This design comes from an exercise in tuning for small area, a short achievable clock period and few clock cycles per item on the open sky130 flow, not from production work. Where RTL was checked, it was by simulation tests only, not by an equivalence proof against the original. The RTL of run 2 was laid out without a check of its function. Power and IR drop assume default switching activity.

===== design/flow/config.mk =====
export PLATFORM = sky130hd
export DESIGN_NAME = rev_counter
export DESIGN_NICKNAME = rev_counter
export VERILOG_FILES = /design/flow/design.v
export SDC_FILE = /design/flow/constraint.sdc
export NUM_CORES = 4
export LEC_CHECK = 0
export CAP_MARGIN = 20
export CORE_MARGIN = 2
export CORE_UTILIZATION = 55
export SLEW_MARGIN = 20

===== design/flow/constraint.sdc =====
create_clock -name core_clock -period 10.0 [get_ports {clk}]
set_input_delay 2.0000 -clock core_clock [delete_from_list [all_inputs] [get_ports {clk}]]
set_output_delay 2.0000 -clock core_clock [all_outputs]
set_load 0.01 [all_outputs]

===== design/flow/design.v =====
module rev_counter (
    input  wire         clk,
    input  wire         rst,
    input  wire [16:0]  tap,           
    input  wire [271:0] landmarks,     
    input  wire         req_valid,
    output wire         req_ready,
    input  wire [16:0]  req_seed,
    output wire         resp_valid,
    input  wire         resp_ready,
    output reg          resp_timeout,
    output wire [17:0]  resp_count
);
    localparam K  = 16;         
    localparam KB = 4;          
    localparam R  = 8;          
    localparam CB = 17 - KB;    
    localparam H  = 10;         
    localparam [1:0] T_LM = 2'd0, T_REF = 2'd1, T_TO = 2'd2;
    reg          s_init, s_idle, s_run, s_done;
    reg [3:0]    icnt;        
    reg [16:0]   row [1:R];
    assign req_ready  = s_idle;
    assign resp_valid = s_done;
    integer r, j;
    always @(posedge clk) begin
        row[1] <= {tap[15:0], 1'b1};
        for (r = 2; r <= R; r = r + 1) begin
            row[r][0] <= row[r-1][16];
            for (j = 0; j < 16; j = j + 1)
                row[r][j+1] <= row[r-1][j] ^ (row[r-1][16] & row[1][j+1]);
        end
    end
    reg [16:0]  A;
    reg [K-1:0] Lr;
    reg [1:0]   wv;           
    reg [16:0] stepK;
    reg [16:0] cur;
    integer bnk, q;
    always @(*) begin
        cur = A;
        for (bnk = 0; bnk < K / R; bnk = bnk + 1) begin
            stepK = cur >> R;
            for (q = 1; q <= R; q = q + 1)
                stepK[17-R+q-1] = ^(row[q] & cur);
            cur = stepK;
        end
        stepK = cur;
    end
    wire [K+16:0] Z = {A, Lr};
    reg [K-1:0] cR, cP;
    integer i, k;
    always @(*) begin
        for (i = 0; i < K; i = i + 1) begin
            cR[i] = (Z[i +: 17] == 17'h00001);
            cP[i] = 1'b0;
            for (k = 0; k < 16; k = k + 1)
                cP[i] = cP[i] | (Z[i +: H] == landmarks[17*k +: H]);
        end
    end
    reg [K-1:0]  P, Q;        
    reg [K+16:0] Zc;          
    reg          cv;          
    reg [CB:0]   b1;          
    reg [K-1:0] dmask;        
    wire [K-1:0] pend = (P | Q) & ~dmask;
    reg [KB-1:0] first;
    integer f;
    always @(*) begin
        first = {KB{1'b0}};
        for (f = K - 1; f >= 0; f = f - 1)
            if (pend[f]) first = f[KB-1:0];
    end
    wire [K-1:0] first_oh = {{(K-1){1'b0}}, 1'b1} << first;
    wire         last_blk = b1[CB];                  
    reg [K-1:0] pre_or;
    integer g;
    always @(*) begin
        pre_or[0] = 1'b0;
        for (g = 1; g < K; g = g + 1)
            pre_or[g] = pre_or[g-1] | pend[g-1];
    end
    wire         stall    = cv && !last_blk && |(pend & pre_or);
    reg          tv;
    reg [1:0]    tk;
    reg [17:0]   tc;          
    reg [16:0]   Vw;
    reg          ev;
    reg [1:0]    ek;
    reg [17:0]   ec;          
    reg [15:0]   eq;
    reg [15:0] cEq;
    integer e;
    always @(*)
        for (e = 0; e < 16; e = e + 1)
            cEq[e] = (Vw == landmarks[17*e +: 17]);
    reg [3:0] hidx;
    integer h;
    always @(*) begin
        hidx = 4'd0;
        for (h = 15; h >= 0; h = h - 1)
            if (eq[h]) hidx = h[3:0];
    end
    wire lm_hit = (ek == T_LM) && |eq;
    wire finish = ev && ((ek != T_LM) || lm_hit);
    assign resp_count = ec;
    always @(posedge clk) begin
        tk <= last_blk ? (Q[0] ? T_REF : T_TO) : (Q[first] ? T_REF : T_LM);
        tc <= {b1[CB-1:0], last_blk ? {KB{1'b0}} : first};
        Vw <= Zc[first +: 17];
        ek <= tk;
        eq <= cEq;
    end
    always @(posedge clk) begin
        if (rst) begin
            s_init <= 1'b1;
            s_idle <= 1'b0;
            s_run  <= 1'b0;
            s_done <= 1'b0;
            icnt   <= 4'd0;
            wv     <= 2'b00;
            cv     <= 1'b0;
            tv     <= 1'b0;
            ev     <= 1'b0;
        end else begin
            if (s_init) begin
                icnt <= icnt + 4'd1;
                if (icnt == R) begin
                    s_init <= 1'b0;
                    s_idle <= 1'b1;
                end
            end
            if (s_idle && req_valid) begin
                A      <= req_seed;
                wv     <= 2'b01;
                cv     <= 1'b0;
                tv     <= 1'b0;
                ev     <= 1'b0;
                b1     <= {(CB+1){1'b0}};
                dmask  <= {K{1'b0}};
                s_idle <= 1'b0;
                s_run  <= 1'b1;
            end
            if (s_run) begin
                if (!stall) begin
                    A  <= stepK;
                    Lr <= A[K-1:0];
                    wv <= {wv[0], 1'b1};
                    P  <= cP;
                    Q  <= cR;
                    Zc <= Z;
                    cv <= wv[1];
                    if (cv) b1 <= b1 + 1'b1;
                    dmask <= {K{1'b0}};
                end else begin
                    dmask <= dmask | first_oh;
                end
                tv <= cv && (last_blk || |pend);
                ev <= tv;
                ec <= tc;
                if (finish) begin
                    resp_timeout <= (ek == T_TO);
                    if (ek == T_TO)
                        ec <= 18'd0;
                    else if (ek == T_LM)
                        ec <= {ec[17:13] + {1'b0, hidx}, ec[12:0]};   
                    else
                        ec <= ec;
                    s_run  <= 1'b0;
                    s_done <= 1'b1;
                end
            end
            if (s_done && resp_ready) begin
                s_done <= 1'b0;
                s_idle <= 1'b1;
            end
        end
    end
endmodule

===== design/flow/flow/run.sh =====
#!/bin/bash
# Standard synthesis and layout (standard.sh), with two changes to how the
# layout is made: ports are buffered with buf_1 instead of the default
# delay buffer, and setup repair aims below the 10 ns clock (margin).
set -euo pipefail
export BUFFER_PORTS_ARGS="-buffer_cell sky130_fd_sc_hd__buf_1"
export SETUP_SLACK_MARGIN=6.5
bash standard.sh finish > flow.log 2>&1

===== design/flow/standard.sh =====
#!/bin/bash
# synth_recipe.tcl (not shown) runs the flow's synth.tcl, then flattens the netlist and writes it again
# the make line also repeats each setting of config.mk as NAME=value (left out here)
make -C /OpenROAD-flow-scripts/flow DESIGN_CONFIG=/design/flow/config.mk WORK_HOME=/design/flow/orfs CLKGATE_MAP_FILE= SYNTH_SCRIPT=/design/flow/synth_recipe.tcl "${@:-finish}"

==> results of run 1 <==
==> final cells by class <==
type	instances	area (sq um)	area share
repair buffers	682	4500	0.0822
flip-flops and latches	332	7950	0.145
clock inverters	17	193	0.00352
clock buffers	45	996	0.0182
well taps	1176	1470	0.0269
repair inverters	1	5.00	0.0000914
inverters	15	60.1	0.00110
multi-input cells	5068	39600	0.723
==> worst min path at each step <==
stage                      from  endpoint  slack, ns
after floorplan           tk[0]     ek[0]       0.31
after global placement    tk[1]     ek[1]       0.33
after detailed placement  tk[1]     ek[1]       0.32
after CTS                 tk[1]     ek[1]       0.34
after global routing      tk[1]     ek[1]       0.35
final                     tk[1]     ek[1]       0.33
==> sequential cells by signal (all words and copies together), names as in the netlist, 2 cells and up <==
register  cells
row         135
ec           18
A            17
Vw           17
Zc           17
tc           17
P            16
Q            16
dmask        16
eq           16
Lr           15
b1           14
icnt          4
ek            2
tk            2
wv            2
==> power by group through the flow <==
stage               clock network (mW)  logic [mW]  registers (mW)
floorplan                            0        4.10            1.76
global placement                     0        5.31            1.84
detailed placement                   0        5.37            1.84
CTS                               1.38        5.63            1.81
global route                      1.43        6.32            1.83
finish                            1.36        5.98            1.81
==> worst max-delay path: cells and delay by family <==
family	cells	cell delay [ns]
simple gates	5	1.56
buf+inv	2	0.42
xor+xnor	1	0.12
==> Yosys cell counts, drive strengths merged, types with 30 or more instances <==
cell type,n
a211oi,30
a21oi,72
buf,250
clkbuf,501
dfxtp,202
edfxtp,130
mux2i,72
nand2,439
nand3,48
nand4,439
nor2,85
nor3,30
nor4,472
o21ai,36
xnor2,1638
xor2,1534
==> what timing repair did <==
item	4_1_cts	5_1_grt
gates cloned	3	2
endpoints found under the setup margin	114	123
buffers inserted	28	53
resized for setup	60	86
pin swaps	5	14
==> layer usage <==
layer,global-route usage,routed length [microns],vias up
li1,-,-,20240
met1,0.567,80200,22222
met2,0.583,81200,3326
met3,0.113,27000,669
met4,0.210,11900,4
met5,0.00568,80,-
==> stage by stage <==
| step | setup slack (ns) | hold WS [ns] | instance area [sq um] |
|---|---|---|---|
| finish | 6.27 | 0.334 | 54800 |
| global placement | 5.55 | 0.327 | 52100 |
| floorplan | 6.50 | 0.310 | 50300 |
| CTS | 6.31 | 0.335 | 53900 |
| global route | 6.36 | 0.355 | 54800 |
| detailed placement | 5.51 | 0.320 | 52100 |
==> cells by family (layout without fill, tap and decap cells) <==
group	count (synthesis)	after routing
DFF	332	332
buffers and inverters	766	760
AOI/OAI and AO/OA	187	187
and+or+nand+nor	1591	1592
xor gates and xnor gates	3188	3188
muxes	90	90
adders and majority gates	11	11
==> flow_summary.toml, run 1 <==
[synthesis]
synth.distinct_cells = 65
synth-xor-area-share = 0.565
muxShareOfSynthArea = 0.0189
yosysWarnings = 2
synth_top_family_by_area = "XOR/XNOR gates"
synth_area_leaders = "xnor2_1, xor2_1, dfxtp_1"
netlist.area_leader.share = 0.284
synth_edf_count = 130
synth_simple_gate_area_share = 0.172
ys.flop_type = "dfxtp_1"
synth-compound-area-share = 0.0236
ys_ff_latch = 332
netlist_area_sq_um = 50100
synth_top_area_cell = "xnor2_1"
synth.avg_cell_area_sq_um = 8.12
synthCells = 6165
yosysSeqAreaShare = 0.159
ys_async_sr_fraction = 0
synthAdderAreaFrac = 0.00280

[place]
routabilityCongestion = 0.950
dp.cells = 7188
portBuffers = 329
dpl.hpwl_mm = 128

[floorplanning]
ios = 331
die_y_microns = 306
die_w_microns = 306
start_util = 0.555
num_rows = 110
die_area_sq_um = 93400
core-area_sq_um = 90100

[power]
combPwrFrac = 0.654
leakagePower_nw = 19.4
seqPwrFrac = 0.198
swShare = 0.424
intPower_mw = 5.27
clock_power_share = 0.148
finalPower_mw = 9.15
p_switching_mw = 3.88
p_per_area_nw_per_um2 = 167
peakVddDrop_uv = 545

[worst_setup_path]
cp_slowest_stage_delay_ns = 0.53
r2r_cells = 6
crit_type = "in -> reg"
critPathLaunchType = "input pin"
cp-startpoint = "landmarks[196]"
setup.worst_path.end = "P[7]"
worstPathRequired_ns = 10.39
critPathArrivalTime_ns = 4.12
worstReg2RegEnd = "P[1]"
cp_slowest_cell = "nand4_1"
end_kind = "register"
path_max_fanout = 17
crit_chain = "buf_1 > buf_4 > xor2_1 > nor4_1 > nand4_1 > nand4_1 > nor2_4 > nand3_4"
path_common_cell = "nand4_1"
reg2reg_slack_ns = 6.42
r2r-start = "Lr[3]"

[timing]
clock_skew_ns = 0.0332
hold_violations = 0
drv_slew = 0
max_freq_ghz = 0.268
period_share = 0.373
min_period_ns = 3.73
finalSetupViolCount = 0
setup_tns_ns = 0
tightest_slew_ns = 1.16
rsz0062_at_grt = "true"
slew_headroom = 0.221

[clocking]
cts_tree = "built"
cts-root-buf = "clkbuf_16"
htreeDepth = 2
clockBufferDepth = 3
cts_buffers = 34
clk_pin_slew_worst_paths_ns = 0.07
clk_latency_ns = 0.56
hold_buffers = 0
cts_num_sinks = 332

[global_route]
antenna_found_initial = 1
grt_pass1_wl_mm = 294
grt_overflow = 0
grt_pass1_vias = 43852
grt_usage = 0.412
grt_max_degree = 105

[cells_and_area]
layout_common_cells = "xnor2_1, xor2_1, nand4_1, nor4_1, nand2_1"
final_common_cell = "xnor2_1"
antenna_cells = 0
nFillCells = 8158
layout-drive-gt1-share = 0.0846
utilization = 0.607
layout.nets = 6453
area.growth.synth_to_final_pct = 9.41
final_cells = 7336

[routing]
drt-initial-drc-count = 6768
wl_per_cell_microns = 27.3
route.detailed.drc = 0
drtAntennaViolNets = 0
dr.pass1.iters = 6
routed_wl_mm = 200
vias = 46461
routed_via_density = 6.33

[worst_hold_path]
hold_path_class = "reg -> reg"
holdPathStages = 0

[flow_run]
maxCapViolCount = 0

[run_status]
status = "no timing/DRC/antenna violations"
Testbench counts, summed over its fixed seeds: cycles 38,967, items 128.
==> run 2, diff against run 1 <==
--- a/design/flow/design.v
+++ b/design/flow/design.v
@@ -32,7 +32,7 @@
         end
     end
-    reg [16:0]  A;
-    reg [K-1:0] Lr;
-    reg [1:0]   wv;           
+    reg [16:0]   A;           
+    reg [K+16:0] Zs;          
+    reg [1:0]    wv;          
     reg [16:0] stepK;
     reg [16:0] cur;
@@ -48,29 +48,23 @@
         stepK = cur;
     end
-    wire [K+16:0] Z = {A, Lr};
-    reg [K-1:0] cR, cP;
+    wire [K+16:0] Z = Zs;
+    reg [K-1:0] cR;
+    reg [K-1:0] cP [0:3];
     integer i, k;
     always @(*) begin
         for (i = 0; i < K; i = i + 1) begin
             cR[i] = (Z[i +: 17] == 17'h00001);
-            cP[i] = 1'b0;
+            for (k = 0; k < 4; k = k + 1)
+                cP[k][i] = 1'b0;
             for (k = 0; k < 16; k = k + 1)
-                cP[i] = cP[i] | (Z[i +: H] == landmarks[17*k +: H]);
+                cP[k/4][i] = cP[k/4][i] | (Z[i +: H] == landmarks[17*k +: H]);
         end
     end
-    reg [K-1:0]  P, Q;        
+    reg [K-1:0]  P0, P1, P2, P3, Q;    
     reg [K+16:0] Zc;          
     reg          cv;          
     reg [CB:0]   b1;          
     reg [K-1:0] dmask;        
-    wire [K-1:0] pend = (P | Q) & ~dmask;
-    reg [KB-1:0] first;
-    integer f;
-    always @(*) begin
-        first = {KB{1'b0}};
-        for (f = K - 1; f >= 0; f = f - 1)
-            if (pend[f]) first = f[KB-1:0];
-    end
-    wire [K-1:0] first_oh = {{(K-1){1'b0}}, 1'b1} << first;
+    wire [K-1:0] pend = (P0 | P1 | P2 | P3 | Q) & ~dmask;
     wire         last_blk = b1[CB];                  
     reg [K-1:0] pre_or;
@@ -81,5 +75,17 @@
             pre_or[g] = pre_or[g-1] | pend[g-1];
     end
+    wire [K-1:0] first_oh = pend & ~pre_or;
     wire         stall    = cv && !last_blk && |(pend & pre_or);
+    reg [KB-1:0] first;
+    reg [16:0]   first_w;
+    integer f;
+    always @(*) begin
+        first   = {KB{1'b0}};
+        first_w = 17'd0;
+        for (f = 0; f < K; f = f + 1) begin
+            first   = first | ({KB{first_oh[f]}} & f[KB-1:0]);
+            first_w = first_w | ({17{first_oh[f]}} & Zc[f +: 17]);
+        end
+    end
     reg          tv;
     reg [1:0]    tk;
@@ -89,10 +95,13 @@
     reg [1:0]    ek;
     reg [17:0]   ec;          
-    reg [15:0]   eq;
-    reg [15:0] cEq;
+    reg [15:0]   eqL, eqH;    
+    wire [15:0]  eq = eqL & eqH;
+    reg [15:0] cEqL, cEqH;
     integer e;
     always @(*)
-        for (e = 0; e < 16; e = e + 1)
-            cEq[e] = (Vw == landmarks[17*e +: 17]);
+        for (e = 0; e < 16; e = e + 1) begin
+            cEqL[e] = (Vw[H-1:0] == landmarks[17*e +: H]);
+            cEqH[e] = (Vw[16:H]  == landmarks[17*e+H +: 17-H]);
+        end
     reg [3:0] hidx;
     integer h;
@@ -106,9 +115,10 @@
     assign resp_count = ec;
     always @(posedge clk) begin
-        tk <= last_blk ? (Q[0] ? T_REF : T_TO) : (Q[first] ? T_REF : T_LM);
+        tk <= last_blk ? (Q[0] ? T_REF : T_TO) : (|(Q & first_oh) ? T_REF : T_LM);
         tc <= {b1[CB-1:0], last_blk ? {KB{1'b0}} : first};
-        Vw <= Zc[first +: 17];
-        ek <= tk;
-        eq <= cEq;
+        Vw  <= first_w;
+        ek  <= tk;
+        eqL <= cEqL;
+        eqH <= cEqH;
     end
     always @(posedge clk) begin
@@ -145,7 +155,10 @@
                 if (!stall) begin
                     A  <= stepK;
-                    Lr <= A[K-1:0];
+                    Zs <= {stepK, A[K-1:0]};
                     wv <= {wv[0], 1'b1};
-                    P  <= cP;
+                    P0 <= cP[0];
+                    P1 <= cP[1];
+                    P2 <= cP[2];
+                    P3 <= cP[3];
                     Q  <= cR;
                     Zc <= Z;
==> run 2 against run 1 <==
  * Still clean on timing, DRC and antenna
  * Fmax rose by 3.7%
  * Wire length is 5.1% lower
  * Count of clock-buffer cells in the layout is 21 higher
  * Die area increased by 5.5%
==> flow_summary.toml, run 2 <==
[run_status]
status = "no timing/DRC/antenna violations"

[global_route]
grt_pass1_wl_mm = 286
grt_pass1_vias = 45004
grt_overflow = 0
grt_max_degree = 111
grt_usage = 0.372
antenna_found_initial = 11

[synthesis]
ys_ff_latch = 428
synth.distinct_cells = 63
ys.flop_type = "dfxtp_1"
synth.avg_cell_area_sq_um = 8.39
yosysSeqAreaShare = 0.202
synthCells = 6295
ys_async_sr_fraction = 0
synth_area_leaders = "xor2_1, xnor2_1, edfxtp_1"
netlist.area_leader.share = 0.361
synth_top_area_cell = "xor2_1"
yosysWarnings = 3
yosys.cell_count.top_type = "xor2_1"
synth_edf_count = 210
netlist_area_sq_um = 52800
ys_top_cells_by_count = "xor2_1, xnor2_1, clkbuf_1"

[power]
finalPower_mw = 10.2
leakagePower_nw = 21.5
p_per_area_nw_per_um2 = 176
peakVddDrop_uv = 690

[routing]
wl_per_cell_microns = 25.2
routed_via_density = 6.18
drtAntennaViolNets = 0
vias = 46664
route.detailed.drc = 0
drt-initial-drc-count = 5133
dr.pass1.iters = 6
routed_wl_mm = 190

[clocking]
cts-root-buf = "clkbuf_16"
cts_buffers = 48
clk_latency_ns = 0.62
cts_num_sinks = 428
clockBufferDepth = 3
hold_buffers = 0
htreeDepth = 2
cts_tree = "built"
clk_pin_slew_worst_paths_ns = 0.06

[timing]
hold_ws_ns = 0.327
slew_headroom = 0.274
min_period_ns = 3.60
hold_violations = 0
drv_slew = 0
tightest_slew_ns = 1.08
clock_skew_ns = 0.0507
period_share = 0.360
finalSetupViolCount = 0
rsz0062_at_grt = "true"
max_freq_ghz = 0.278
setup_tns_ns = 0

[worst_setup_path]
end_kind = "register"
reg2reg_slack_ns = 6.40
critPathLaunchType = "register"
worstPathRequired_ns = 10.30
critPathArrivalTime_ns = 3.89
path_max_fanout = 6
crit_type = "reg -> reg"

[cells_and_area]
final_common_cell = "xor2_1"
layout-drive-gt1-share = 0.0740
area.growth.synth_to_final_pct = 9.39
largest_register_ffs = 135
regMostFlops = "row"
layout_common_cells = "xor2_1, xnor2_1, nor4_1, nand2_1, nand4_1"
layout.nets = 6563
utilization = 0.607

[place]
dpl.hpwl_mm = 115
routabilityCongestion = 0.882
portBuffers = 329

[floorplanning]
core-area_sq_um = 95200
ios = 331
die_w_microns = 314
die_y_microns = 314
die_area_sq_um = 98500
num_rows = 113
start_util = 0.555

[worst_hold_path]
hold_path_class = "reg -> reg"

[flow_run]
maxCapViolCount = 0
==> run 2: cell types whose count changed after synthesis, moves of 19 or more <==
cell,change
buf_2,-45
clkbuf_1,+71
nor4_1,+84
xnor2_1,-626
a21oi_1,-25
nor2_1,-21
nand4_1,-61
mux2i_1,-60
xor2_1,+642
o21a_1,+19
a211oi_1,-23
a22oi_1,+90
a221oi_1,+45
edfxtp_1,+80
==> run 2: report_power, final <==
group | switching [mW] | internal [mW] | leakage, nW
clock | 0.754 | 1.15 | 0.831
sequential | 0.235 | 2.23 | 3.85
combinational | 3.24 | 2.57 | 16.8
==> run 2: what timing repair did <==
action                                 in CTS  in global routing
endpoints found under the hold margin       0                  0
setup buffers                              24                 10
pin swaps                                   9                 10
setup endpoints to repair                 191                205
gates cloned                                9                 12
resized for setup                          37                 33
==> run 2: layout make-up <==
| class | count | area [sq um] |
|---|---|---|
| fill | 8463 | 37400 |
| clock inverter | 23 | 337 |
| timing repair inverter | 1 | 5.00 |
| multi-input combinational | 5082 | 39300 |
| inverter | 17 | 67.6 |
| timing repair buffer | 666 | 4370 |
| tap | 1265 | 1580 |
| clock buffer | 66 | 1380 |
| antenna | 4 | 10.0 |
| sequential | 428 | 10700 |
==> run 2: routing by layer <==
layer	global-route usage	wire length (microns)	vias to the layer above
li1	-	-	20888
met1	0.484	76500	22779
met5	0	54	-
met3	0.0772	18500	547
met4	0.198	10600	8
met2	0.579	84400	2442
==> run 2: path summary, 6_finish.rpt <==
path,start,cells after the start,to
setup / recovery,P1[2],12,P3[8]
hold / removal,tk[1],0,ek[1]
setup reg to reg,P1[2],12,P3[8]
hold reg to reg,tk[1],0,ek[1]
==> run 2: logic make-up after synthesis <==
family	synth area share
fa+ha+maj	0.00227
buf+inv	0.0565
compound gates	0.0393
mux	0.00249
simple gates	0.164
flops	0.202
xor+xnor	0.533
==> run 2: through the flow <==
step / setup slack (ns) / cell area [sq um] / instances
after global routing: 6.36 / 57800 / 7551
after detailed placement: 4.69 / 55100 / 7404
final: 6.40 / 57800 / 7552
after floorplan: 5.83 / 52900 / 6295
after global placement: 4.72 / 55100 / 7404
after CTS: 6.25 / 57300 / 7526
==> run 2: critical path: stages (launching register included) <==
cell and delay, ns:
edfxtp_1 0.36, or4_4 0.59, o21ba_4 0.23, nor4_4 0.22, buf_4 0.18, a21boi_1 0.15
a21oi_1 0.08, a2111o_1 0.46, o31ai_4 0.27, buf_12 0.16, and2_4 0.27, buf_12 0.17
buf_16 0.11
==> run 3, diff against run 2 <==
--- a/design/flow/design.v
+++ b/design/flow/design.v
@@ -17,5 +17,4 @@
     localparam CB = 17 - KB;    
     localparam H  = 10;         
-    localparam [1:0] T_LM = 2'd0, T_REF = 2'd1, T_TO = 2'd2;
     reg          s_init, s_idle, s_run, s_done;
     reg [3:0]    icnt;        
@@ -65,7 +64,10 @@
     reg          cv;          
     reg [CB:0]   b1;          
-    reg [K-1:0] dmask;        
-    wire [K-1:0] pend = (P0 | P1 | P2 | P3 | Q) & ~dmask;
-    wire         last_blk = b1[CB];                  
+    reg          sk_act;
+    reg [K-1:0]  sk_mask;
+    reg [K-1:0]  sk_lo;
+    wire [K-1:0]  pend = sk_act ? sk_mask : (P0 | P1 | P2 | P3 | Q);
+    wire [K+16:0] vs   = sk_act ? {Zc[16:0], sk_lo} : Zc;
+    wire          last_blk = b1[CB] && !sk_act;      
     reg [K-1:0] pre_or;
     integer g;
@@ -76,5 +78,6 @@
     end
     wire [K-1:0] first_oh = pend & ~pre_or;
-    wire         stall    = cv && !last_blk && |(pend & pre_or);
+    wire [K-1:0] rest     = pend & pre_or;
+    wire         more     = (cv || sk_act) && !last_blk && |rest;
     reg [KB-1:0] first;
     reg [16:0]   first_w;
@@ -85,13 +88,15 @@
         for (f = 0; f < K; f = f + 1) begin
             first   = first | ({KB{first_oh[f]}} & f[KB-1:0]);
-            first_w = first_w | ({17{first_oh[f]}} & Zc[f +: 17]);
+            first_w = first_w | ({17{first_oh[f]}} & vs[f +: 17]);
         end
     end
+    wire [CB-1:0] tblk = sk_act ? b1[CB-1:0] - 1'b1 : b1[CB-1:0];
     reg          tv;
-    reg [1:0]    tk;
+    reg          tk;          
     reg [17:0]   tc;          
     reg [16:0]   Vw;
     reg          ev;
-    reg [1:0]    ek;
+    reg          ek;          
+    reg          er;          
     reg [17:0]   ec;          
     reg [15:0]   eqL, eqH;    
@@ -111,12 +116,12 @@
             if (eq[h]) hidx = h[3:0];
     end
-    wire lm_hit = (ek == T_LM) && |eq;
-    wire finish = ev && ((ek != T_LM) || lm_hit);
+    wire finish = ev && (ek || er || |eq);
     assign resp_count = ec;
     always @(posedge clk) begin
-        tk <= last_blk ? (Q[0] ? T_REF : T_TO) : (|(Q & first_oh) ? T_REF : T_LM);
-        tc <= {b1[CB-1:0], last_blk ? {KB{1'b0}} : first};
+        tk <= last_blk && !Q[0];
+        tc <= {tblk, last_blk ? {KB{1'b0}} : first};
         Vw  <= first_w;
         ek  <= tk;
+        er  <= (Vw == 17'h00001);
         eqL <= cEqL;
         eqH <= cEqH;
@@ -148,10 +153,10 @@
                 ev     <= 1'b0;
                 b1     <= {(CB+1){1'b0}};
-                dmask  <= {K{1'b0}};
+                sk_act <= 1'b0;
                 s_idle <= 1'b0;
                 s_run  <= 1'b1;
             end
             if (s_run) begin
-                if (!stall) begin
+                if (!sk_act) begin
                     A  <= stepK;
                     Zs <= {stepK, A[K-1:0]};
@@ -165,16 +170,16 @@
                     cv <= wv[1];
                     if (cv) b1 <= b1 + 1'b1;
-                    dmask <= {K{1'b0}};
-                end else begin
-                    dmask <= dmask | first_oh;
+                    sk_lo <= Zc[K-1:0];
                 end
-                tv <= cv && (last_blk || |pend);
+                sk_act  <= more;
+                sk_mask <= rest;
+                tv <= (cv || sk_act) && (last_blk || |pend);
                 ev <= tv;
                 ec <= tc;
                 if (finish) begin
-                    resp_timeout <= (ek == T_TO);
-                    if (ek == T_TO)
+                    resp_timeout <= ek;
+                    if (ek)
                         ec <= 18'd0;
-                    else if (ek == T_LM)
+                    else if (!er)
                         ec <= {ec[17:13] + {1'b0, hidx}, ec[12:0]};   
                     else
==> run 3 against run 2 <==
  * Global-route usage shrank 0.31 points
  * Largest cell class unchanged
  * Utilization shrank 0.57 points
  * Design area increased by 0.83%
  * Still clean
  * Total power shrank 1.5%
  * Count of clock-buffer cells in the layout down 3
  * Combinational power is 4.0% lower
  * Fmax is 6.9% higher
  * Largest power group unchanged
==> flow_summary.toml, run 3 <==
[run_status]
status = "no timing/DRC/antenna violations"

[worst_setup_path]
critPathLaunchType = "register"
path_max_fanout = 18
cp_slowest_cell = "nor3_4"
crit_type = "reg -> reg"
reg2reg_slack_ns = 6.64
end_kind = "register"
crit_chain = "nor4_2 > nand2_1 > o22ai_1 > and3_4 > nand2_4 > nor3_4 > a222oi_1 > o211ai_1 > a221oi_1 > o21ai_1"
crit_family = "simple AND/OR/NAND/NOR gates"
critPathArrivalTime_ns = 3.90
path_buf_inv = 0
cp_slowest_stage_delay_ns = 0.71
worstPathRequired_ns = 10.53

[synthesis]
synth_area_leaders = "xor2_1, xnor2_1, edfxtp_1"
yosys.cell_count.top_type = "xor2_1"
ys_async_sr_fraction = 0
synth_top_area_cell = "xor2_1"
netlist.area_leader.share = 0.355
ys_ff_latch = 442
synthCells = 6408
netlist_area_sq_um = 53900
synth.distinct_cells = 70
synth.avg_cell_area_sq_um = 8.41
ys.flop_type = "edfxtp_1"
yosysWarnings = 3
ys_top_cells_by_count = "xor2_1, xnor2_1, nor4_1"
yosysSeqAreaShare = 0.206
synth_edf_count = 225

[place]
routabilityCongestion = 0.943
portBuffers = 329
dpl_cell_area_sq_um = 56200
pre_cts_ws_ns = 5.60
dpl.hpwl_mm = 116

[timing]
setup_tns_ns = 0
period_share = 0.336
tightest_slew_ns = 1.14
slew_headroom = 0.243
clock_skew_ns = 0.0254
finalSetupViolCount = 0
rsz0062_at_grt = "false"
hold_violations = 0
drv_slew = 0
max_freq_ghz = 0.297
min_period_ns = 3.36
setup_ws_ns = 6.64

[floorplanning]
num_rows = 114
die_area_sq_um = 101000
start_util = 0.556
die_y_microns = 317
ios = 331
core-area_sq_um = 96900
die_w_microns = 317

[cells_and_area]
layout_common_cells = "xor2_1, xnor2_1, nor4_1, nand2_1, nand4_1"
regMostFlops = "row"
utilization = 0.602
layout-drive-gt1-share = 0.0703
final_common_cell = "xor2_1"
largest_register_ffs = 135
fin_area_sq_um = 58300
area.growth.synth_to_final_pct = 8.09
layout.nets = 6662

[clocking]
clockBufferDepth = 3
clk_latency_ns = 0.62
htreeDepth = 2
cts_buffers = 49
cts_num_sinks = 442
cts-root-buf = "clkbuf_16"
cts_tree = "built"
clk_pin_slew_worst_paths_ns = 0.06
hold_buffers = 0

[flow_run]
maxCapViolCount = 0

[power]
swShare = 0.405
leakagePower_nw = 21.5
intPower_mw = 5.97
seqPwrFrac = 0.250
clock_power_share = 0.193
p_switching_mw = 4.07
p_per_area_nw_per_um2 = 172
combPwrFrac = 0.557
peakVddDrop_uv = 582

[routing]
drtAntennaViolNets = 0
vias = 47515
dr.pass1.iters = 9
wl_per_cell_microns = 25.0
routed_wl_mm = 192
routed_via_density = 6.20
drt-initial-drc-count = 5340
route.detailed.drc = 0

[global_route]
grt_pass1_wl_mm = 287
grt_pass1_vias = 45440
antenna_found_initial = 15
grt_overflow = 0
grt_max_degree = 160
grt_usage = 0.369

[worst_hold_path]
hold_path_class = "reg -> reg"
-- run 3: power groups by stage --
stage          clock, mW  combinational (mW)  sequential, mW
5_1_grt             2.02                5.88            2.53
3_5_place_dp           0                5.36            2.55
2_1_floorplan          0                3.87            2.45
4_1_cts             1.96                5.41            2.50
6_report            1.94                5.59            2.51
3_3_place_gp           0                5.29            2.55
-- run 3: per-layer routing --
layer | wire length, microns | vias up | share of wire | GRT usage
met3 | 19400 | 554 | 0.10 | 0.0689
met1 | 78100 | 22989 | 0.41 | 0.497
met2 | 84900 | 2697 | 0.44 | 0.569
met5 | 55 | - | 0.00029 | 0
met4 | 9230 | 8 | 0.048 | 0.175
li1 | - | 21267 | - | -
-- run 3: area by class of cell --
class | count | area (sq um)
clock inverter | 29 | 344
clock buffer | 63 | 1380
sequential | 442 | 11100
tap | 1276 | 1600
timing repair inverter | 1 | 5.00
multi-input combinational | 5186 | 40000
antenna | 5 | 12.5
inverter | 26 | 103
fill | 8653 | 38600
timing repair buffer | 636 | 3750
-- run 3: repair_timing --
item	CTS	global route
pin swaps	3	2
gates cloned	1	0
setup endpoints to repair	92	53
setup buffers	19	9
resized for setup	12	13
-- run 3: logic make-up (layout without fill, tap and decap cells) --
logic type               after synthesis  after routing  share of synthesized area
buffers and inverters                780            755                     0.0548
other                                  0              5                          0
AND/OR/NAND/NOR                     1656           1656                      0.167
XOR/XNOR                            3200           3200                      0.524
multiplexers                          59             59                     0.0116
flip-flops                           442            442                      0.206
AO/OA/AOI/OAI                        261            261                     0.0343
adder cells (fa/ha/maj)               10             10                    0.00246
-- run 3: per-stage QoR --
| step | hold slack (ns) | total power, mW | std cells |
|---|---|---|---|
| 2_1_floorplan | 0.310 | 6.32 | 6408 |
| 3_3_place_gp | 0.314 | 7.83 | 7537 |
| 3_5_place_dp | 0.332 | 7.91 | 7537 |
| 4_1_cts | 0.347 | 9.87 | 7649 |
| 5_1_grt | 0.350 | 10.4 | 7662 |
| 6_report | 0.339 | 10.0 | 7664 |
-- run 3: worst reg2reg max path, stage by stage, from the launching register on --
cell and delay (ns):
edfxtp_1 0.39, nor4_2 0.51, nand2_1 0.22, o22ai_1 0.43
and3_4 0.29, nand2_4 0.12, nor3_4 0.71, a222oi_1 0.24
o211ai_1 0.18, a221oi_1 0.09, o21ai_1 0.13
-- run 3: worst paths after layout --
path / start / end / cells after the start
max: P0[4] / Vw[0] / 10
min: tk / ek / 0
max reg2reg: P0[4] / Vw[0] / 10
min reg2reg: tk / ek / 0
Testbench counts of run 3, summed over its fixed seeds: cycles 38,967, items 128.
==> run 4, diff against run 3 <==
--- a/design/flow/flow/run.sh
+++ b/design/flow/flow/run.sh
@@ -5,4 +5,4 @@
 set -euo pipefail
 export BUFFER_PORTS_ARGS="-buffer_cell sky130_fd_sc_hd__buf_1"
-export SETUP_SLACK_MARGIN=6.5
+export SETUP_SLACK_MARGIN=6.7
 bash standard.sh finish > flow.log 2>&1
--- a/design/flow/config.mk
+++ b/design/flow/config.mk
@@ -8,4 +8,4 @@
 export CAP_MARGIN = 20
 export CORE_MARGIN = 2
-export CORE_UTILIZATION = 55
+export CORE_UTILIZATION = 65
 export SLEW_MARGIN = 20
==> run 4 against run 3 <==
  * Register-to-register slack gained 0.13 ns
  * Via count up 1.6%
  * Die area down 15%
  * Area after synthesis unchanged
  * Utilization grew 11 points
  * Sequential share of layout area down 0.077 points
  * Sequential cell count stayed put
  * Wire length decreased by 2.3%
  * Fmax rose by 3.9%
  * Non-clock buffer count is 32 higher
  * Largest power group unchanged
  * Still clean on timing, DRC and antenna
==> flow_summary.toml, run 4 <==
[cells_and_area]
regArea_sq_um = 11100
final_common_cell = "xor2_1"
layout.nets = 6697
layout-drive-gt1-share = 0.0792
multi_input_area_sq_um = 40200
regMostFlops = "row"
nFillCells = 6646
area.growth.synth_to_final_pct = 8.57
layout_common_cells = "xor2_1, xnor2_1, nor4_1, nand2_1, nand4_1"
largest_register_ffs = 135

[timing]
setup_tns_ns = 0
period_share = 0.324
finalSetupViolCount = 0
rsz0062_at_grt = "true"
hold_violations = 0
tightest_slew_ns = 1.09
max_freq_ghz = 0.309
drv_slew = 0
slew_headroom = 0.270
min_period_ns = 3.24
clock_skew_ns = 0.0432

[worst_setup_path]
critPathArrivalTime_ns = 3.59
end_kind = "register"
crit_type = "reg -> reg"
worstPathRequired_ns = 10.35
path_max_fanout = 7
critPathLaunchType = "register"
cp_slowest_cell = "nor4_1"
crit_chain = "nor4_1 > nand2_1 > o22ai_2 > and3_4 > nand2_8 > nor2_1 > nor2_1 > or3_1 > nor4b_2 > a221oi_1"
cp_slowest_stage_delay_ns = 0.45
path_common_cell = "nor2_1"

[synthesis]
ys.flop_type = "edfxtp_1"
synth.distinct_cells = 70
synth-compound-area-share = 0.0343
synthAdderAreaFrac = 0.00246
synth-xor-area-share = 0.524
synth_edf_count = 225
muxShareOfSynthArea = 0.0116
netlist_area_sq_um = 53900
synth_area_leaders = "xor2_1, xnor2_1, edfxtp_1"
ys_async_sr_fraction = 0
ys_ff_latch = 442
ys_top_cells_by_count = "xor2_1, xnor2_1, nor4_1"
yosys.cell_count.top_type = "xor2_1"
synth_simple_gate_area_share = 0.167
synth.avg_cell_area_sq_um = 8.41
netlist.area_leader.share = 0.355
yosysSeqAreaShare = 0.206
synth_top_area_cell = "xor2_1"
synthCells = 6408
yosysWarnings = 3
synth_top_family_by_area = "XOR/XNOR gates"

[floorplanning]
die_area_sq_um = 85200
num_rows = 105
die_w_microns = 292
start_util = 0.656
die_y_microns = 292
core-area_sq_um = 82100
ios = 331

[worst_hold_path]
hold_path_class = "reg -> reg"

[routing]
drt-initial-drc-count = 6237
wl_per_cell_microns = 25.0
route.detailed.drc = 0
routed_via_density = 6.44
dr.pass1.iters = 9
drtAntennaViolNets = 0
vias = 48271
routed_wl_mm = 187

[run_status]
status = "no timing/DRC/antenna violations"

[clocking]
clk_latency_ns = 0.63
cts_num_sinks = 442
clockBufferDepth = 3
cts_buffers = 50
clk_pin_slew_worst_paths_ns = 0.06
cts-root-buf = "clkbuf_16"
hold_buffers = 0
cts_tree = "built"
htreeDepth = 2

[power]
finalPower_mw = 10.2
p_per_area_nw_per_um2 = 174
leakagePower_nw = 21.7
peakVddDrop_uv = 824

[flow_run]
maxCapViolCount = 0

[global_route]
grt_pass1_wl_mm = 284
grt_max_degree = 118
grt_pass1_vias = 46365
grt_usage = 0.423
grt_overflow = 0
antenna_found_initial = 13

[place]
dpl.hpwl_mm = 114
routabilityCongestion = 0.945
portBuffers = 329
[run 4: cell counts after synthesis]
Identical to the previous run, type by type.
[run 4: repair_timing]
item,in CTS,in global routing
setup buffers,43,23
endpoints found under the setup margin,272,228
gates cloned,2,2
pin swaps,7,20
gates resized for setup,38,54
[run 4: metrics by stage]
stage           util  hold slack [ns]  instance area, sq um  setup slack [ns]  cells
5_1_grt        0.712            0.344                 58500              6.66   7489
3_3_place_gp   0.680            0.312                 55900              5.22   7325
2_1_floorplan      -            0.310                 54400              3.80   6408
4_1_cts        0.707            0.336                 58000              6.68   7463
3_5_place_dp   0.680            0.320                 55900              5.17   7325
6_report       0.713            0.336                 58500              6.76   7495
[run 4: path summary, 6_finish.rpt]
| kind | from | end | slack, ns | depth (start not counted) |
|---|---|---|---|---|
| setup / recovery | P2[4] | sk_act | 6.76 | 10 |
| hold reg to reg | tk | ek | 0.34 | 0 |
| setup reg to reg | P2[4] | sk_act | 6.76 | 10 |
| hold / removal | tk | ek | 0.34 | 0 |
[run 4: per-layer routing]
metal	global-route usage	wire length, microns
met4	0.204	9400
met3	0.0954	22600
met5	0	56
met1	0.559	72800
met2	0.653	82500
[run 4: power by group]
part	total, mW	internal [mW]	switching, mW
sequential	2.51	2.29	0.216
clock	1.87	1.06	0.812
combinational	5.82	2.71	3.11
total	10.2	6.05	4.14
[run 4: kinds of logic after synthesis]
kind of cell,count (synthesis)
xor+xnor,3200
simple gates,1656
buf+inv,780
flops,442
compound gates,261
mux,59
fa+ha+maj,10
[run 4: worst max-delay path, delay by kind of cell (launching register included)]
family           cells  cell delay (ns)
AND/OR/NAND/NOR      8             2.07
AO/OA/AOI/OAI        2             0.47
flip-flops           1             0.43
[run 4: final cells by class]
cell class / instances / area share
multi-input cells: 5188 / 0.687
flip-flops and latches: 442 / 0.190
repair buffers: 668 / 0.0705
clock buffers: 72 / 0.0238
well taps: 1070 / 0.0229
clock inverters: 21 / 0.00413
inverters: 26 / 0.00184
diodes: 7 / 0.000299
repair inverters: 1 / 0.000128
==> run 5, diff against run 4 <==
--- a/design/flow/flow/run.sh
+++ b/design/flow/flow/run.sh
@@ -5,4 +5,4 @@
 set -euo pipefail
 export BUFFER_PORTS_ARGS="-buffer_cell sky130_fd_sc_hd__buf_1"
-export SETUP_SLACK_MARGIN=6.7
+export SETUP_SLACK_MARGIN=6.8
 bash standard.sh finish > flow.log 2>&1
==> run 5 against run 4 <==
  * The layout now fails its checks (max-slew violations)
  * Utilization is 0.77 points higher
  * Clock skew is 0.012 ns lower
  * Design area is 1.1% higher
  * Worst hold slack better by 0.0052 ns
  * Setup slack worse by 0.032 ns
  * Fmax is 0.99% lower
  * Sequential share of layout area is 0.18 points lower
  * Sequential power hardly changed
  * Cell count stayed put
  * Register-to-register slack worse by 0.03 ns
  * Synthesized cell count stayed put
  * Area after synthesis stayed put
==> flow_summary.toml, run 5 <==
[synthesis]
yosys.cell_count.top_type = "xor2_1"
netlist.area_leader.share = 0.355
synth_area_leaders = "xor2_1, xnor2_1, edfxtp_1"
yosysSeqAreaShare = 0.206
synth_edf_count = 225
ys_ff_latch = 442
yosysWarnings = 3
synth.avg_cell_area_sq_um = 8.41
synth.distinct_cells = 70
ys_async_sr_fraction = 0
netlist_area_sq_um = 53900
synth_top_area_cell = "xor2_1"
ys_top_cells_by_count = "xor2_1, xnor2_1, nor4_1"
ys.flop_type = "edfxtp_1"
synthCells = 6408

[timing]
setup_tns_ns = 0
drv_slew = 42
rsz0062_at_grt = "true"
setup_ws_ns = 6.73
hold_violations = 0
clock_skew_ns = 0.0311
min_period_ns = 3.27
slew_headroom = -0.0319
hold_ws_ns = 0.342
finalSetupViolCount = 0
period_share = 0.327
max_freq_ghz = 0.306
tightest_slew_ns = 1.55

[run_status]
so_faults = "max-slew violations"
status = "complete, but fails checks"

[worst_setup_path]
reg2reg_slack_ns = 6.73
end_kind = "register"
r2r-start = "P2[3]"
r2r_cells = 13
worstReg2RegEnd = "tc[1]"
critPathLaunchType = "register"
worstPathRequired_ns = 10.52
crit_type = "reg -> reg"
path_max_fanout = 7
critPathArrivalTime_ns = 3.79

[routing]
routed_via_density = 6.49
dr.pass1.iters = 9
drtAntennaViolNets = 0
routed_wl_mm = 190
drt-initial-drc-count = 6215
wl_per_cell_microns = 25.3
route.detailed.drc = 0
vias = 48630

[floorplanning]
start_util = 0.656
core-area_sq_um = 82100
die_area_sq_um = 85200
die_w_microns = 292
num_rows = 105
die_y_microns = 292
ios = 331

[cells_and_area]
final_common_cell = "xor2_1"
area.growth.synth_to_final_pct = 9.74
layout-drive-gt1-share = 0.0871
largest_register_ffs = 135
nFillCells = 6451
layout_common_cells = "xor2_1, xnor2_1, nor4_1, nand2_1, nand4_1"
final_cells = 7495
layout.nets = 6702
regMostFlops = "row"

[place]
routabilityCongestion = 0.970
pre_cts_ws_ns = 5.43
dp.cells = 7317
portBuffers = 329
dpl.hpwl_mm = 113

[clocking]
hold_buffers = 0
cts_num_sinks = 442
cts-root-buf = "clkbuf_16"
clk_pin_slew_worst_paths_ns = 0.06
cts_buffers = 47
clk_latency_ns = 0.61
htreeDepth = 2
cts_tree = "built"
clockBufferDepth = 3

[power]
peakVddDrop_uv = 585
finalPower_mw = 10.8
p_per_area_nw_per_um2 = 182
leakagePower_nw = 22.0

[flow_run]
maxCapViolCount = 0

[worst_hold_path]
holdPathStages = 0
worstHoldStart = "tk"
hold_path_class = "reg -> reg"
min_to = "ek"

[global_route]
grt_overflow = 0
grt_max_degree = 160
antenna_found_initial = 15
grt_usage = 0.422
grt_pass1_vias = 45835
grt_pass1_wl_mm = 284
==> run 5: changes by cell type in the layout (fill, tap and decap cells not counted), sizes merged <==
cell / delta
bufinv: +3
clkinvlp: +2
buf: +2
bufbuf: +2
diode: -2
nor2: +1
clkinv: -6
clkbuf: -2
==> run 5: metal layers <==
| layer | up-vias | global-route usage | share of wire |
|---|---|---|---|
| li1 | 21319 | - | - |
| met1 | 23487 | 0.577 | 0.39 |
| met2 | 3261 | 0.641 | 0.44 |
| met3 | 555 | 0.0796 | 0.12 |
| met4 | 8 | 0.202 | 0.048 |
| met5 | - | 0 | 0.00028 |
==> run 5: per-stage QoR <==
step / util / area, sq um
finish: 0.720 / 59100
detailed placement: 0.680 / 55800
CTS: 0.709 / 58300
floorplan: - / 54700
global route: 0.720 / 59100
global placement: 0.680 / 55800
==> run 5: what timing repair did <==
item,in CTS,in global routing
gates resized for setup,51,116
cloned,3,7
setup buffers,45,31
pin swaps,11,45
endpoints found under the setup margin,146,244
==> run 5: worst max path at each step <==
| stage | from | cells after the start | endpoint |
|---|---|---|---|
| 2_1_floorplan | rst | 1 | P0[0] |
| 3_3_place_gp | rst | 4 | sk_mask[4] |
| 3_5_place_dp | rst | 4 | sk_mask[5] |
| 4_1_cts | sk_act | 8 | b1[7] |
| 5_1_grt | P2[3] | 11 | sk_act |
| 6_report | P2[3] | 13 | tc[1] |
==> run 5: cell type report <==
| cell class | instances | area (sq um) | share of cell area |
|---|---|---|---|
| repair buffers | 675 | 4450 | 0.0752 |
| multi-input cells | 5189 | 40400 | 0.683 |
| clock buffers | 67 | 1410 | 0.0238 |
| inverters | 26 | 108 | 0.00182 |
| diodes | 5 | 12.5 | 0.000212 |
| repair inverters | 1 | 7.51 | 0.000127 |
| clock inverters | 20 | 310 | 0.00525 |
| well taps | 1070 | 1340 | 0.0226 |
| flip-flops and latches | 442 | 11100 | 0.188 |
==> run 5: critical path: stages, from the launching register on <==
cell and delay [ns]:
edfxtp_1 0.36, or4_4 0.59, o31a_4 0.32, a211oi_4 0.25
and3_4 0.26, nand2_8 0.09, nor3_4 0.23, buf_6 0.17
nand2_4 0.07, nor3b_4 0.34, buf_12 0.18, buf_12 0.12
nor3_1 0.04, a31oi_1 0.19
==> run 5: kinds of logic (layout without fill, tap and decap cells) <==
| kind of cell | after synthesis | after routing | share of synthesized area |
|---|---|---|---|
| AO/OA/AOI/OAI | 261 | 261 | 0.0343 |
| other | 0 | 5 | 0 |
| buffers and inverters | 780 | 789 | 0.0548 |
| multiplexers | 59 | 59 | 0.0116 |
| AND/OR/NAND/NOR | 1656 | 1659 | 0.167 |
| XOR/XNOR | 3200 | 3200 | 0.524 |
| flip-flops | 442 | 442 | 0.206 |
| adder cells (fa/ha/maj) | 10 | 10 | 0.00246 |
==> run 5: power by group <==
group / total (mW) / internal [mW] / switching, mW
Sequential: 2.51 / 2.29 / 0.223
Combinational: 6.32 / 3.05 / 3.27
Clock: 1.92 / 1.14 / 0.778
==> run 6, diff against run 5 <==
--- a/design/flow/flow/run.sh
+++ b/design/flow/flow/run.sh
@@ -5,4 +5,4 @@
 set -euo pipefail
 export BUFFER_PORTS_ARGS="-buffer_cell sky130_fd_sc_hd__buf_1"
-export SETUP_SLACK_MARGIN=6.8
+export SETUP_SLACK_MARGIN=6.7
 bash standard.sh finish > flow.log 2>&1
--- a/design/flow/config.mk
+++ b/design/flow/config.mk
@@ -6,6 +6,6 @@
 export NUM_CORES = 4
 export LEC_CHECK = 0
-export CAP_MARGIN = 20
+export CAP_MARGIN = 10
 export CORE_MARGIN = 2
 export CORE_UTILIZATION = 65
-export SLEW_MARGIN = 20
+export SLEW_MARGIN = 10
==> run 6 against run 5 <==
  * The run now finishes clean
  * Die area unchanged
  * Wire length decreased by 1.4%
  * Non-clock buffer count is 12 lower
  * Largest power group unchanged
  * Count of clock-buffer cells in the layout is 3 lower
  * Largest cell class unchanged
  * Cell count decreased by 0.16%
  * Design area fell by 1.1%
  * Clock power fell by 5%
  * Register-to-register slack worse by 0.04 ns
  * Clock skew increased by 0.021 ns
  * Combinational power decreased by 4.4%
==> flow_summary.toml, run 6 <==
[global_route]
grt_max_degree = 118
grt_overflow = 0
grt_pass1_vias = 45998
grtUsageMet3 = 0.0957
grt_pass1_wl_mm = 283
use_met1 = 0.559
antenna_found_initial = 12
met2_usage = 0.649
top_usage_layer = "met2"
grt_usage = 0.422

[worst_hold_path]
holdPathStages = 0
hold_path_class = "reg -> reg"
min_to = "ek"
worstHoldStart = "tk"

[timing]
max_freq_ghz = 0.302
rsz0062_at_grt = "true"
min_period_ns = 3.31
setup_ws_ns = 6.69
setup_tns_ns = 0
tightest_slew_ns = 1.14
hold_violations = 0
hold_ws_ns = 0.338
drv_slew = 0
period_share = 0.331
clock_skew_ns = 0.0519
slew_headroom = 0.232
finalSetupViolCount = 0

[clocking]
clk_pin_slew_worst_paths_ns = 0.06
cts-root-buf = "clkbuf_16"
htreeDepth = 2
clockBufferDepth = 3
cts_buffers = 49
cts_num_sinks = 442
hold_buffers = 0
clk_latency_ns = 0.64
cts_tree = "built"

[floorplanning]
core-area_sq_um = 82100
die_area_sq_um = 85200
ios = 331
start_util = 0.656
die_y_microns = 292
die_w_microns = 292
num_rows = 105

[synthesis]
ys_ff_latch = 442
synth_area_leaders = "xor2_1, xnor2_1, edfxtp_1"
netlist.area_leader.share = 0.355
yosys.cell_count.top_type = "xor2_1"
synth_top_area_cell = "xor2_1"
yosysWarnings = 3
synthCells = 6408
netlist_area_sq_um = 53900
ys.flop_type = "edfxtp_1"
yosysSeqAreaShare = 0.206
synth_edf_count = 225
ys_async_sr_fraction = 0
ys_top_cells_by_count = "xor2_1, xnor2_1, nor4_1"
synth.distinct_cells = 70
synth.avg_cell_area_sq_um = 8.41

[worst_setup_path]
path_max_fanout = 9
r2r_cells = 10
crit_type = "reg -> reg"
worstPathRequired_ns = 10.48
critPathLaunchType = "register"
critPathArrivalTime_ns = 3.79
reg2reg_slack_ns = 6.69
r2r-start = "P2[6]"
cp-startpoint = "P2[6]"
worstReg2RegEnd = "Vw[11]"
end_kind = "register"

[cells_and_area]
utilization = 0.712
regMostFlops = "row"
layout.nets = 6690
largest_register_ffs = 135
area.growth.synth_to_final_pct = 8.49
final_common_cell = "xor2_1"
layout_common_cells = "xor2_1, xnor2_1, nor4_1, nand2_1, nand4_1"
fin_area_sq_um = 58500
layout-drive-gt1-share = 0.0797

[place]
dpl.hpwl_mm = 114
routabilityCongestion = 0.945
dpl_cell_area_sq_um = 55900
pre_cts_ws_ns = 5.18
portBuffers = 329

[routing]
vias = 48259
routed_via_density = 6.45
wl_per_cell_microns = 25.0
routed_wl_mm = 187
drtAntennaViolNets = 0
dr.pass1.iters = 7
drt-initial-drc-count = 6163
route.detailed.drc = 0

[power]
peakVddDrop_uv = 812
leakagePower_nw = 21.6
p_per_area_nw_per_um2 = 177

[flow_run]
maxCapViolCount = 0

[run_status]
status = "no timing/DRC/antenna violations"
==> run 6: cell counts after synthesis <==
No cell type changed its count.
==> run 6: worst max-delay path, cell delays in order (launching register included) <==
cell and delay, ns:
edfxtp_1 0.45, nor4_1 0.40, nand2_1 0.38, o21ai_1 0.33, nor2_1 0.09, nand2_1 0.31
o22ai_1 0.15, a211oi_1 0.42, o211ai_1 0.21, a221oi_1 0.30, nand3_1 0.14
==> run 6: cell type report <==
| type | instances | area (sq um) |
|---|---|---|
| Clock inverter | 26 | 223 |
| Multi-Input combinational cell | 5187 | 40200 |
| Fill cell | 6697 | 23600 |
| Timing Repair Buffer | 663 | 4090 |
| Sequential cell | 442 | 11100 |
| Antenna cell | 4 | 10.0 |
| Clock buffer | 64 | 1400 |
| Inverter | 26 | 108 |
| Tap cell | 1070 | 1340 |
| Timing Repair inverter | 1 | 7.51 |
==> run 6: metal layers <==
metal,vias to the layer above,wire [microns]
li1,21337,-
met4,16,9610
met1,23386,73600
met5,-,108
met3,582,21500
met2,2938,82300
==> run 6: cell families (layout without fill, tap and decap cells) <==
group | after synthesis | after routing | share of synthesized area
multiplexers | 59 | 59 | 0.0116
buffers and inverters | 780 | 780 | 0.0548
other | 0 | 4 | 0
AO/OA/AOI/OAI | 261 | 261 | 0.0343
adder cells (fa/ha/maj) | 10 | 10 | 0.00246
AND/OR/NAND/NOR | 1656 | 1657 | 0.167
flip-flops | 442 | 442 | 0.206
XOR/XNOR | 3200 | 3200 | 0.524
==> run 6: how the worst max path moves through the flow <==
| stage | to | slack [ns] | cells after the start |
|---|---|---|---|
| detailed placement | sk_mask[2] | 5.18 | 4 |
| finish | Vw[11] | 6.69 | 10 |
| floorplan | P0[0] | 3.80 | 1 |
| CTS | P0[8] | 6.70 | 6 |
| global placement | sk_mask[4] | 5.22 | 4 |
| global route | A[12] | 6.65 | 12 |
==> run 6: power breakdown <==
group          internal (mW)  switching (mW)
clock                   1.02           0.808
sequential              2.29           0.217
combinational           2.90            3.14
total                   6.22            4.16
==> run 6: repair_timing <==
| item | in CTS | in global routing |
|---|---|---|
| cloned | 1 | 3 |
| endpoints found under the setup margin | 272 | 167 |
| pin swaps | 8 | 20 |
| setup buffers | 36 | 24 |
| resized for setup | 40 | 60 |
==> run 6: through the flow <==
step,cells,power (mW)
final,7483,10.4
after global routing,7481,10.8
after CTS,7452,9.79
after detailed placement,7325,7.85
after global placement,7325,7.77
after floorplan,6408,6.34
==> run 7, diff against run 6 <==
==> design/flow/flow/run.sh (replaced) <==
#!/bin/bash
# Standard synthesis and layout (standard.sh), with three changes to how the
# layout is made: the buffers ABC inserted are removed at floorplan (the
# placer's repair buffers nets itself), ports are buffered with buf_1 instead
# of the default delay buffer, and setup repair aims below the 10 ns clock
# (margin).
set -euo pipefail
export REMOVE_ABC_BUFFERS=1
export BUFFER_PORTS_ARGS="-buffer_cell sky130_fd_sc_hd__buf_1"
export SETUP_SLACK_MARGIN=6.5
bash standard.sh finish > flow.log 2>&1
--- a/design/flow/config.mk
+++ b/design/flow/config.mk
@@ -6,6 +6,6 @@
 export NUM_CORES = 4
 export LEC_CHECK = 0
-export CAP_MARGIN = 10
+export CAP_MARGIN = 20
 export CORE_MARGIN = 2
-export CORE_UTILIZATION = 65
-export SLEW_MARGIN = 10
+export CORE_UTILIZATION = 55
+export SLEW_MARGIN = 20
==> run 7 against run 6 <==
  * Still clean on timing, DRC and antenna
  * Die area up 18%
  * Sequential share of layout area up 0.11 points
  * Cell count up 2.3%
  * First-iteration DRC count down 6.3%
  * Via count down 1.9%
  * Area after synthesis unchanged
  * Fmax down 3.6%
  * Design area down 0.63%
  * Sequential cell count unchanged
  * Worst hold slack worse by 0.0091 ns
  * Total power down 2.6%
  * Wire length up 1.8%
  * Largest cell class unchanged
==> flow_summary.toml, run 7 <==
[run_status]
status = "no timing/DRC/antenna violations"

[routing]
routed_wl_mm = 191
drt-initial-drc-count = 5774
vias = 47360
drtAntennaViolNets = 0
dr.pass1.iters = 9
routed_via_density = 6.19
wl_per_cell_microns = 24.9
route.detailed.drc = 0

[cells_and_area]
final_common_cell = "xor2_1"
layout.nets = 6656
regMostFlops = "row"
area.growth.synth_to_final_pct = 7.81
largest_register_ffs = 135
layout-drive-gt1-share = 0.0684
layout_common_cells = "xor2_1, xnor2_1, nor4_1, nand2_1, nand4_1"
utilization = 0.600

[global_route]
grt_pass1_vias = 44713
antenna_found_initial = 5
grt_usage = 0.364
grt_pass1_wl_mm = 285
grt_overflow = 0
grt_max_degree = 118

[timing]
rsz0062_at_grt = "false"
hold_ws_ns = 0.329
period_share = 0.344
clock_skew_ns = 0.0402
drv_slew = 0
hold_violations = 0
finalSetupViolCount = 0
slew_headroom = 0.112
max_freq_ghz = 0.291
tightest_slew_ns = 1.32
min_period_ns = 3.44

[clocking]
hold_buffers = 0
cts_tree = "built"
cts_buffers = 47
clk_pin_slew_worst_paths_ns = 0.07
clk_latency_ns = 0.63
cts_num_sinks = 442
cts-root-buf = "clkbuf_16"
clockBufferDepth = 3
htreeDepth = 2

[synthesis]
muxShareOfSynthArea = 0.0116
synth.avg_cell_area_sq_um = 8.41
synthCells = 6408
synth_top_family_by_area = "XOR/XNOR gates"
synth-compound-area-share = 0.0343
synth-xor-area-share = 0.524
ys_ff_latch = 442
synth_edf_count = 225
netlist.area_leader.share = 0.355
synth_top_area_cell = "xor2_1"
ys.flop_type = "edfxtp_1"
yosysWarnings = 3
netlist_area_sq_um = 53900
synth_area_leaders = "xor2_1, xnor2_1, edfxtp_1"
synthAdderAreaFrac = 0.00246
yosysSeqAreaShare = 0.206
synth_simple_gate_area_share = 0.167
ys_async_sr_fraction = 0
synth.distinct_cells = 70
yosys.cell_count.top_type = "xor2_1"
ys_top_cells_by_count = "xor2_1, xnor2_1, nor4_1"

[floorplanning]
die_y_microns = 317
start_util = 0.556
die_area_sq_um = 101000
die_w_microns = 317
core-area_sq_um = 96900
num_rows = 114
ios = 331

[power]
clock_power_share = 0.174
intPower_mw = 6.01
p_per_area_nw_per_um2 = 174
seqPwrFrac = 0.249
peakVddDrop_uv = 401
combPwrFrac = 0.578
swShare = 0.405
p_switching_mw = 4.09
leakagePower_nw = 21.4

[worst_setup_path]
path_max_fanout = 18
worstPathRequired_ns = 10.50
crit_type = "reg -> reg"
critPathLaunchType = "register"
worstReg2RegEnd = "Vw[0]"
end_kind = "register"
cp-startpoint = "P0[3]"
reg2reg_slack_ns = 6.56
critPathArrivalTime_ns = 3.93
r2r-start = "P0[3]"
setup.worst_path.end = "Vw[0]"
r2r_cells = 10

[worst_hold_path]
hold_path_class = "reg -> reg"

[flow_run]
maxCapViolCount = 0

[place]
dpl.hpwl_mm = 114
routabilityCongestion = 0.938
portBuffers = 329
==> run 7: cells by family after synthesis <==
group                    after synthesis
XOR/XNOR                            3200
AND/OR/NAND/NOR                     1656
buffers and inverters                780
flip-flops                           442
AO/OA/AOI/OAI                        261
multiplexers                          59
adder cells (fa/ha/maj)               10
==> run 7: power by group through the flow <==
stage	sequential, mW	combinational, mW	clock (mW)
after floorplan	2.50	3.59	0
after global placement	2.55	5.26	0
after detailed placement	2.55	5.30	0
after CTS	2.51	5.45	1.78
after global routing	2.54	6.19	1.85
final	2.51	5.84	1.75
==> run 7: per-layer routing <==
metal	track usage	up-vias	wire length [microns]
met5	0	-	12
met4	0.151	2	8300
met3	0.0537	492	17400
met2	0.562	2494	84300
met1	0.508	23119	80500
li1	-	21253	-
==> run 7: worst min path at each step <==
stage | from | end | slack, ns | cells after the start
6_report | tk | ek | 0.33 | 0
5_1_grt | tk | ek | 0.33 | 0
4_1_cts | tk | ek | 0.33 | 0
3_5_place_dp | tk | ek | 0.31 | 0
3_3_place_gp | tk | ek | 0.31 | 0
2_1_floorplan | tk | ek | 0.31 | 0
==> run 7: worst max-delay path: stages (launching register included) <==
cell and delay, ns:
edfxtp_1 0.38, or4_4 0.58, o31a_4 0.37, a211oi_4 0.24
and3_4 0.27, nand2_4 0.12, nor3_4 0.72, a222oi_1 0.23
o211ai_1 0.17, a221oi_1 0.08, o21ai_1 0.18
==> run 7: through the flow <==
step / worst slack [ns] / instance area, sq um / cells / total power, mW / TNS [ns]
after floorplan: -3.58 / 51000 / 5654 / 6.09 / -569.88
after global placement: 5.32 / 56100 / 7522 / 7.81 / 0
after detailed placement: 5.29 / 56100 / 7522 / 7.85 / 0
after CTS: 6.45 / 57900 / 7635 / 9.73 / 0
after global routing: 6.49 / 58100 / 7651 / 10.6 / 0
final: 6.56 / 58100 / 7652 / 10.1 / 0
==> run 7: layout make-up <==
type / instances / area (sq um)
diodes: 1 / 2.50
clock inverters: 30 / 282
clock buffers: 58 / 1230
fillers: 8560 / 38700
inverters: 26 / 98.8
flip-flops and latches: 442 / 11100
repair buffers: 633 / 3810
multi-input cells: 5186 / 40000
well taps: 1276 / 1600
==> run 7: what timing repair did <==
| action | CTS | global route |
|---|---|---|
| resized for setup | 17 | 12 |
| hold endpoints to repair | 0 | 0 |
| buffers inserted | 25 | 16 |
| pin swaps | 3 | 3 |
| endpoints found under the setup margin | 141 | 118 |

==> separate check: timing with driven ports <==
Ports are ideal in the flow. The routed layouts listed here were re-timed in OpenROAD. Step 1: set_driving_cell puts a clkbuf_16 on clk and a buf_2 on each other input, an assumption about the parent block. Step 2 times the ports against the registers' clock, not the clock port: input delays grow and output delays shrink by t, the midpoint of the rising clock arrivals with the driver on. a / b / c = no drivers / after step 1 / after step 2; a / b = the first two.
run	t (ns)	setup WS [ns]	hold slack, ns	worst data-port slew with drivers (ns)
run 1	0.605	6.272 / 6.311 / 5.707	0.334 / 0.334 / 0.334	0.05
run 2	0.665	6.404 / 6.404 / 6.114	0.327 / 0.327 / 0.327	0.15
run 3	0.678	6.637 / 6.637 / 6.031	0.339 / 0.339 / 0.339	0.07
run 4	0.683	6.765 / 6.737 / 6.186	0.336 / 0.336 / 0.336	0.17
run 5	0.657	6.732 / 6.732 / 6.147	0.342 / 0.342 / 0.342	0.13
run 6	0.678	6.689 / 6.689 / 6.193	0.338 / 0.338 / 0.338	0.16
run 7	0.675	6.564 / 6.564 / 5.998	0.329 / 0.329 / 0.329	0.10
The setup slack of run 3, which loses most, moves by 0.000 ns with the drivers and by -0.606 ns with both steps.
